Background: an optimization exercise with open tools, aiming at small area. Do not read the settings as production practice. In this exercise RTL edits were held to simulation tests only and were not proved equivalent to the original. The clock port is modelled as an ideal driver; clocking choices that lean on that would not hold on a real chip. Power is estimated from default activity; no workload was simulated.

==> flow/design.v (excerpt) <==
module pe_core (
    input  wire         clk,
    input  wire         rst,
    input  wire         start,
    input  wire [7:0]   len,
    output wire         busy,
    output wire         done,
    output wire [127:0] out_chars,
    output wire         in_req,
    output wire [7:0]   in_idx,
    input  wire [7:0]   in_data,
    input  wire         in_ack
);
    reg         busy_q, done_q;
    reg [3:0]   stage;
    reg [7:0]   j;
    reg [2:0]   bc;
    reg [7:0]   len_q;
    reg [15:0]  h;
    reg [127:0] r;
    reg         keep_q, cy_q;
    wire st_map  = stage[3] & stage[1];           
    wire st_hash = stage[0];
    wire st_mix  = ~stage[0] & ~st_map;
    wire rd      = busy_q & st_mix & (j < len_q);
    wire en      = busy_q & ~(rd & ~in_ack);
    wire r0      = r[0];
    wire clr     = (stage == 4'd0) & (j[7:4] == 4'd0);
    wire mix_bit = (r0 & ~clr) ^ (rd & in_data[bc]);
    wire crc     = st_hash & ~j[4];
    wire win     = st_hash & j[4] & (j[3:1] == ~j[7:5]);
    wire fb      = (h[0] ^ r0) & crc;
    wire h_in    = clr ? (~j[0] & ~bc[1] & ~bc[0]) : (h[0] ^ (crc & r0));
    wire keep_c  = r[6] & (r[4:0] != 5'd0) & (r[4:0] <= 5'd26);
    wire keep    = (bc == 3'd0) ? keep_c : keep_q;
    wire cin     = (bc == 3'd0) ? 1'b1 : cy_q;
    wire rep_bit = bc[2] ? ((bc[1:0] == 2'd0) ? cin : (bc[1:0] != 2'd3)) : (r[4] ^ cin);
    wire map_bit = keep ? (r0 & (bc != 3'd7)) : rep_bit;
    wire nb      = st_map ? map_bit : win ? h[8] : st_mix ? mix_bit : r0;
    always @(posedge clk) begin
        keep_q <= keep;
        cy_q   <= r[4] & cin;
    end
    always @(posedge clk) begin
        if (rst) begin
            busy_q <= 1'b0;
            done_q <= 1'b0;
        end else if (!busy_q) begin
            if (start) begin
                busy_q <= 1'b1;
                done_q <= 1'b0;
                {stage, j, bc} <= 15'd0;
                len_q  <= len;
            end
        end else if (en) begin
            r <= {nb, r[127:1]};
            h <= {h_in, h[15], h[14] ^ fb, h[13:2], h[1] ^ fb};
            {stage, j, bc} <= {stage, j, bc} + 15'd1;
            if (st_map && (&{j, bc})) begin
                busy_q <= 1'b0;
                done_q <= 1'b1;
            end
        end
    end
    assign busy   = busy_q;
    assign done   = done_q;
    assign in_req = rd;
  ...
Size: ~440 cells after synthesis, ~170 flip-flops, about 7000 µm² of cells after synthesis.
export LEC_CHECK = 0
export CAP_MARGIN = 20
export CORE_MARGIN = 2
export CORE_UTILIZATION = 40
export SLEW_MARGIN = 20
create_clock -name core_clock -period 10.0 [get_ports {clk}]
standard.sh (not shown) runs the stock make flow with config.mk's settings and CLKGATE_MAP_FILE= SYNTH_SCRIPT=/design/flow/synth_recipe.tcl, a recipe that flattens the netlist after the stock synthesis.
==> flow/flow/run.sh <==
#!/bin/bash
# Standard synthesis and layout; port buffers use the smallest buffer cell;
# clock tree without dummy loads and with larger sink clusters.
set -euo pipefail
export BUFFER_PORTS_ARGS="-buffer_cell sky130_fd_sc_hd__buf_1"
export CTS_ARGS="-sink_clustering_enable -repair_clock_nets -dont_use_dummy_load -buf_list sky130_fd_sc_hd__clkbuf_8 -sink_clustering_size 50 -sink_clustering_max_diameter 500 -sink_clustering_levels 1"
bash standard.sh "BUFFER_PORTS_ARGS=$BUFFER_PORTS_ARGS" "CTS_ARGS=$CTS_ARGS" finish > standard_flow.log 2>&1
Next try:
--- a/flow/flow/run.sh
+++ b/flow/flow/run.sh
@@ -6 +6 @@
-export CTS_ARGS="-sink_clustering_enable -repair_clock_nets -dont_use_dummy_load -buf_list sky130_fd_sc_hd__clkbuf_8 -sink_clustering_size 50 -sink_clustering_max_diameter 500 -sink_clustering_levels 1"
+export CTS_ARGS="-sink_clustering_enable -repair_clock_nets -dont_use_dummy_load -sink_clustering_size 30 -sink_clustering_max_diameter 100"
=> Total power came out higher by 13%; flip-flop and latch count stays the same; worst setup slack gets better by 0.025 ns.
Next try:
==> flow/flow/run.sh (replaced) <==
#!/bin/bash
# Standard synthesis and layout (the standard.sh) with two changes:
# port buffers use the smallest buffer cell, and the clock tree uses
# clkbuf_8 without dummy loads. The make output goes to standard_flow.log;
# each ORFS step keeps its own log under orfs/logs.
set -euo pipefail
export BUFFER_PORTS_ARGS="-buffer_cell sky130_fd_sc_hd__buf_1"
export CTS_ARGS="-sink_clustering_enable -repair_clock_nets -dont_use_dummy_load -buf_list sky130_fd_sc_hd__clkbuf_8"
bash standard.sh "BUFFER_PORTS_ARGS=$BUFFER_PORTS_ARGS" "CTS_ARGS=$CTS_ARGS" finish > standard_flow.log 2>&1
Outcome:
- The new run passed the timing, design-rule and antenna checks
- routed wire length came out lower by 0.72%
- area after synthesis is unchanged
- hold slack is about the same
- sequential power stays flat
- clock power came out lower by 32%
- total power came out lower by 12%
- final area came out lower by 2.6%
- sequential cell count does not change
- global-route usage came out lower by 0.17 points

* * *

Setup of JK:
pe_core, a different RTL version from the one above (not shown whole).
Size: roughly 440 cells after synthesis, ~160 I/O pins, about 0.0066 sq mm of cells after synthesis.
Settings: LEC_CHECK=0, CAP_MARGIN=20, CORE_MARGIN=2, CORE_UTILIZATION=55, SLEW_MARGIN=20; clock period 10.0 ns.
==> flow/flow/run.sh <==
#!/bin/bash
# Layout flow: the standard synthesis and ORFS layout (standard.sh), with
#  - the combinational logic of the standard netlist re-mapped for area by
#    flow/resyn.sh (Yosys + ABC); every flip-flop instance is kept as the
#    standard synthesis made it (name, cell type and connections);
#  - port buffers of the smallest buffer cell;
#  - a clock tree of clkbuf_8 without dummy loads, whose buffers
#    flow/post_cts.tcl then shrinks as far as the clock-pin slew allows.
# Each tool's output goes to a log file of its own in this folder (and ORFS's
# step logs under orfs/logs).
set -euo pipefail
R=orfs/results/sky130hd/pe_core/base
LIB=$FLOW_HOME/platforms/sky130hd/lib/sky130_fd_sc_hd__tt_025C_1v80.lib
YOSYS=$(command -v yosys || echo "$FLOW_HOME/../tools/install/yosys/bin/yosys")
export BUFFER_PORTS_ARGS="-buffer_cell sky130_fd_sc_hd__buf_1"
export CTS_ARGS="-sink_clustering_enable -repair_clock_nets -dont_use_dummy_load -buf_list sky130_fd_sc_hd__clkbuf_8"
export POST_CTS_TCL="$PWD/flow/post_cts.tcl"
ARGS=("BUFFER_PORTS_ARGS=$BUFFER_PORTS_ARGS" "CTS_ARGS=$CTS_ARGS" "POST_CTS_TCL=$POST_CTS_TCL")

bash standard.sh "${ARGS[@]}" synth > standard_synth.log 2>&1
cp $R/1_2_yosys.v standard_netlist.v
bash flow/resyn.sh "$PWD/standard_netlist.v" "$PWD/resyn_netlist.v" "$LIB" "$PWD/resyn" "$YOSYS"
cp resyn_netlist.v $R/1_2_yosys.v
rm -f $R/1_synth.odb $R/1_synth.sdc
bash standard.sh "${ARGS[@]}" finish > standard_flow.log 2>&1
==> flow/flow/post_cts.tcl <==
# Runs at the end of ORFS's CTS step (POST_CTS_TCL): shrink each leaf clock buffer
# to the smallest clkbuf whose flip-flop clock pins still see a slew under the limit
# (estimated from placement); the leaves first, then the root buffer.
proc clk_worst_slew {} {
  set ws 0
  foreach p [get_pins -hierarchical */CLK] {
    set s [get_property $p slew_max]
    if {$s > $ws} {set ws $s}
  }
  return $ws
}
set limit 0.127
set sizes {sky130_fd_sc_hd__clkbuf_1 sky130_fd_sc_hd__clkbuf_2 sky130_fd_sc_hd__clkbuf_4}
estimate_parasitics -placement
puts "post_cts: worst clock-pin slew before [clk_worst_slew]"
set bufs {}
set roots {}
foreach inst [[ord::get_db_block] getInsts] {
  set name [$inst getName]
  if {![string match "clkbuf_*_clk" $name]} continue
  if {[string match "clkbuf_0_*" $name]} { lappend roots $name } else { lappend bufs $name }
}
foreach name [concat $bufs $roots] {
  set orig [get_property [get_cells $name] ref_name]
  foreach sz $sizes {
    replace_cell [get_cells $name] [get_lib_cells */$sz]
    estimate_parasitics -placement
    if {[clk_worst_slew] <= $limit} { puts "post_cts: $name $orig -> $sz"; break }
    replace_cell [get_cells $name] [get_lib_cells */$orig]
    estimate_parasitics -placement
  }
}
estimate_parasitics -placement
puts "post_cts: worst clock-pin slew after [clk_worst_slew]"
report_worst_slack -min
report_worst_slack -max
==> flow/flow/resyn.sh <==
#!/bin/bash
# Re-map the combinational logic of a synthesized netlist for area, keeping every
# flip-flop instance (name, cell type, connections) as it is.
#   resyn.sh IN.v OUT.v LIB WORKDIR YOSYS
set -euo pipefail
IN=$1; OUT=$2; LIB=$3; W=$4; YOSYS=$5
HERE=$(cd "$(dirname "$0")" && pwd)
mkdir -p "$W"
python3 "$HERE/mkcells.py" "$LIB" "$IN" "$W/cells.v" "$W/seq.v"
cat > "$W/resyn.abc" <<'EOF'
strash
&get -n
&deepsyn -T 20
&put
dch -f
amap
mfs2
strash
dc2
dch -f
map -a
mfs2
strash
dch -f
map -a
topo
EOF
printf 'set_driving_cell sky130_fd_sc_hd__buf_1\nset_load 5\n' > "$W/abc.constr"
cat > "$W/resyn.ys" <<EOF
read_verilog -lib $W/seq.v
read_verilog $W/cells.v
read_verilog $IN
hierarchy -top pe_core
flatten
opt_clean -purge
techmap
opt -fast
abc -script $W/resyn.abc -liberty $LIB -dont_use *probe* -dont_use *lpflow* -constr $W/abc.constr
opt_clean -purge
splitnets
opt_clean -purge
hilomap -singleton -hicell sky130_fd_sc_hd__conb_1 HI -locell sky130_fd_sc_hd__conb_1 LO
insbuf -buf sky130_fd_sc_hd__buf_4 A X
tee -o $W/resyn_stat.txt stat -liberty $LIB
write_verilog -noattr -nohex -nodec $OUT
EOF
"$YOSYS" -s "$W/resyn.ys" > "$W/resyn_yosys.log" 2>&1
Other scripts of this flow, unchanged in this note and not shown: flow/flow/mkcells.py
Edits applied to the flow inputs when going from JK to MS:
Settings: CORE_UTILIZATION: 55 -> 40.
==> run summary <==
For the actual transition at the worst max-transition pin, MS came in 0.21 ns higher than JK did.
JK → MS: floorplan die height shows an increase of 19 um; overall power after layout decreased about 0.33%; sequential share of layout area -0.90 points; clock period minus final worst setup slack shows a reduction of 0.057 ns; detailed route wirelength on metal3 went down 3.9%.
Taking JK as the reference, in MS final RePlAce weighted congestion saw a decrease, worst setup margin rose by 0.057 ns.
[inputs] AL vs MS
-- flow/flow/post_cts.tcl --
<<< MS, line 10
  return $ws
}
set limit 0.127
set sizes {sky130_fd_sc_hd__clkbuf_1 sky130_fd_sc_hd__clkbuf_2 sky130_fd_sc_hd__clkbuf_4}
estimate_parasitics -placement
>>> AL, line 10
  return $ws
}
set limit 0.120
set sizes {sky130_fd_sc_hd__clkbuf_1 sky130_fd_sc_hd__clkbuf_2 sky130_fd_sc_hd__clkbuf_4}
estimate_parasitics -placement
-- flow/flow/resyn.sh --
<<< MS, line 10
cat > "$W/resyn.abc" <<'EOF'
strash
&get -n
&deepsyn -T 20
&put
dch -f
amap
mfs2
strash
dc2
dch -f
map -a
>>> AL, line 10
cat > "$W/resyn.abc" <<'EOF'
strash
dch -f
amap
mfs2
strash
dch -f
map -a
Results
Going from MS to AL, via count grew by a few percent. AL vs. MS: register fraction of the total cell area went down by 0.66 points. Looking only at final critical path time including I/O delays and setup, and setting everything else aside, the higher value of AL and MS goes to AL. Horizontal die dimension of AL is on par with MS. AL does worse than MS on global-route wire length before repair. MS has lower routed wire length than AL. AL ends up with a number of placed instances, taps included that is 13 higher than in MS. Of AL and MS, the higher global-route usage belongs to AL.
Setup changes, AL to TR
-- flow/flow/resyn.sh --
<<< AL, line 10
cat > "$W/resyn.abc" <<'EOF'
strash
dch -f
amap
mfs2
strash
dch -f
map -a
>>> TR, line 10
cat > "$W/resyn.abc" <<'EOF'
strash
&get -n
&deepsyn -T 20
&put
dch -f
amap
mfs2
strash
dc2
dch -f
map -a
Notes after the runs:
- Compared to AL, TR has non-clock buffer count about 0.7% higher.
- Average footprint of a synthesized cell: TR vs AL up 1.7%
- In the tables for TR and AL, minimum setup slack in the final design reads lower with AL.
- A startpoint of the worst setup timing path of in_ack is what AL shows, while j[1] belongs to TR.
- Cmp TR vs AL: maximum clock frequency higher in TR
- TR reports a lower transition time at the pin with the least slew margin than AL does.

## port drivers added, routing unchanged
Ports are ideal in the flow. The routed layouts listed here were re-timed in OpenROAD.
Step 1, drivers: a clkbuf_16 drives clk and a buf_2 each remaining input, both assumed.
Step 2 also shifts input and output timing later by t, the mid clock arrival at the registers, as if the neighbouring blocks saw the same clock.
Slacks: ideal ports / drivers / drivers and shift; pairs: ideal ports / drivers.
| run | shift t [ns] | slack for setup (ns) | worst setup path at the end | worst register clock-pin slew, ns | worst slew at a driven data input, ns |
|---|---|---|---|---|---|
| the first run of note 1 | 0.462 | 5.772 / 5.735 / 5.669 | input to register | 0.09 / 0.09 | 0.03 |
| the second run of note 1 | 0.450 | 5.797 / 5.755 / 5.681 | input to register | 0.07 / 0.07 | 0.03 |
| the third run of note 1 | 0.462 | 5.772 / 5.735 / 5.669 | input to register | 0.09 / 0.09 | 0.03 |
| JK | 0.566 | 5.785 / 5.751 / 5.784 | input to register | 0.12 / 0.12 | 0.03 |
| MS | 0.548 | 5.842 / 5.810 / 5.637 | input to register | 0.11 / 0.11 | 0.04 |
| AL | 0.572 | 5.572 / 5.581 / 5.010 | input to register | 0.11 / 0.11 | 0.03 |
| TR | 0.436 | 5.960 / 5.927 / 5.637 | input to register | 0.11 / 0.11 | 0.04 |
After both steps setup and hold are still met in every run listed. The setup slack of AL, which loses most, moves by +0.009 ns with the drivers and by -0.562 ns with both steps.
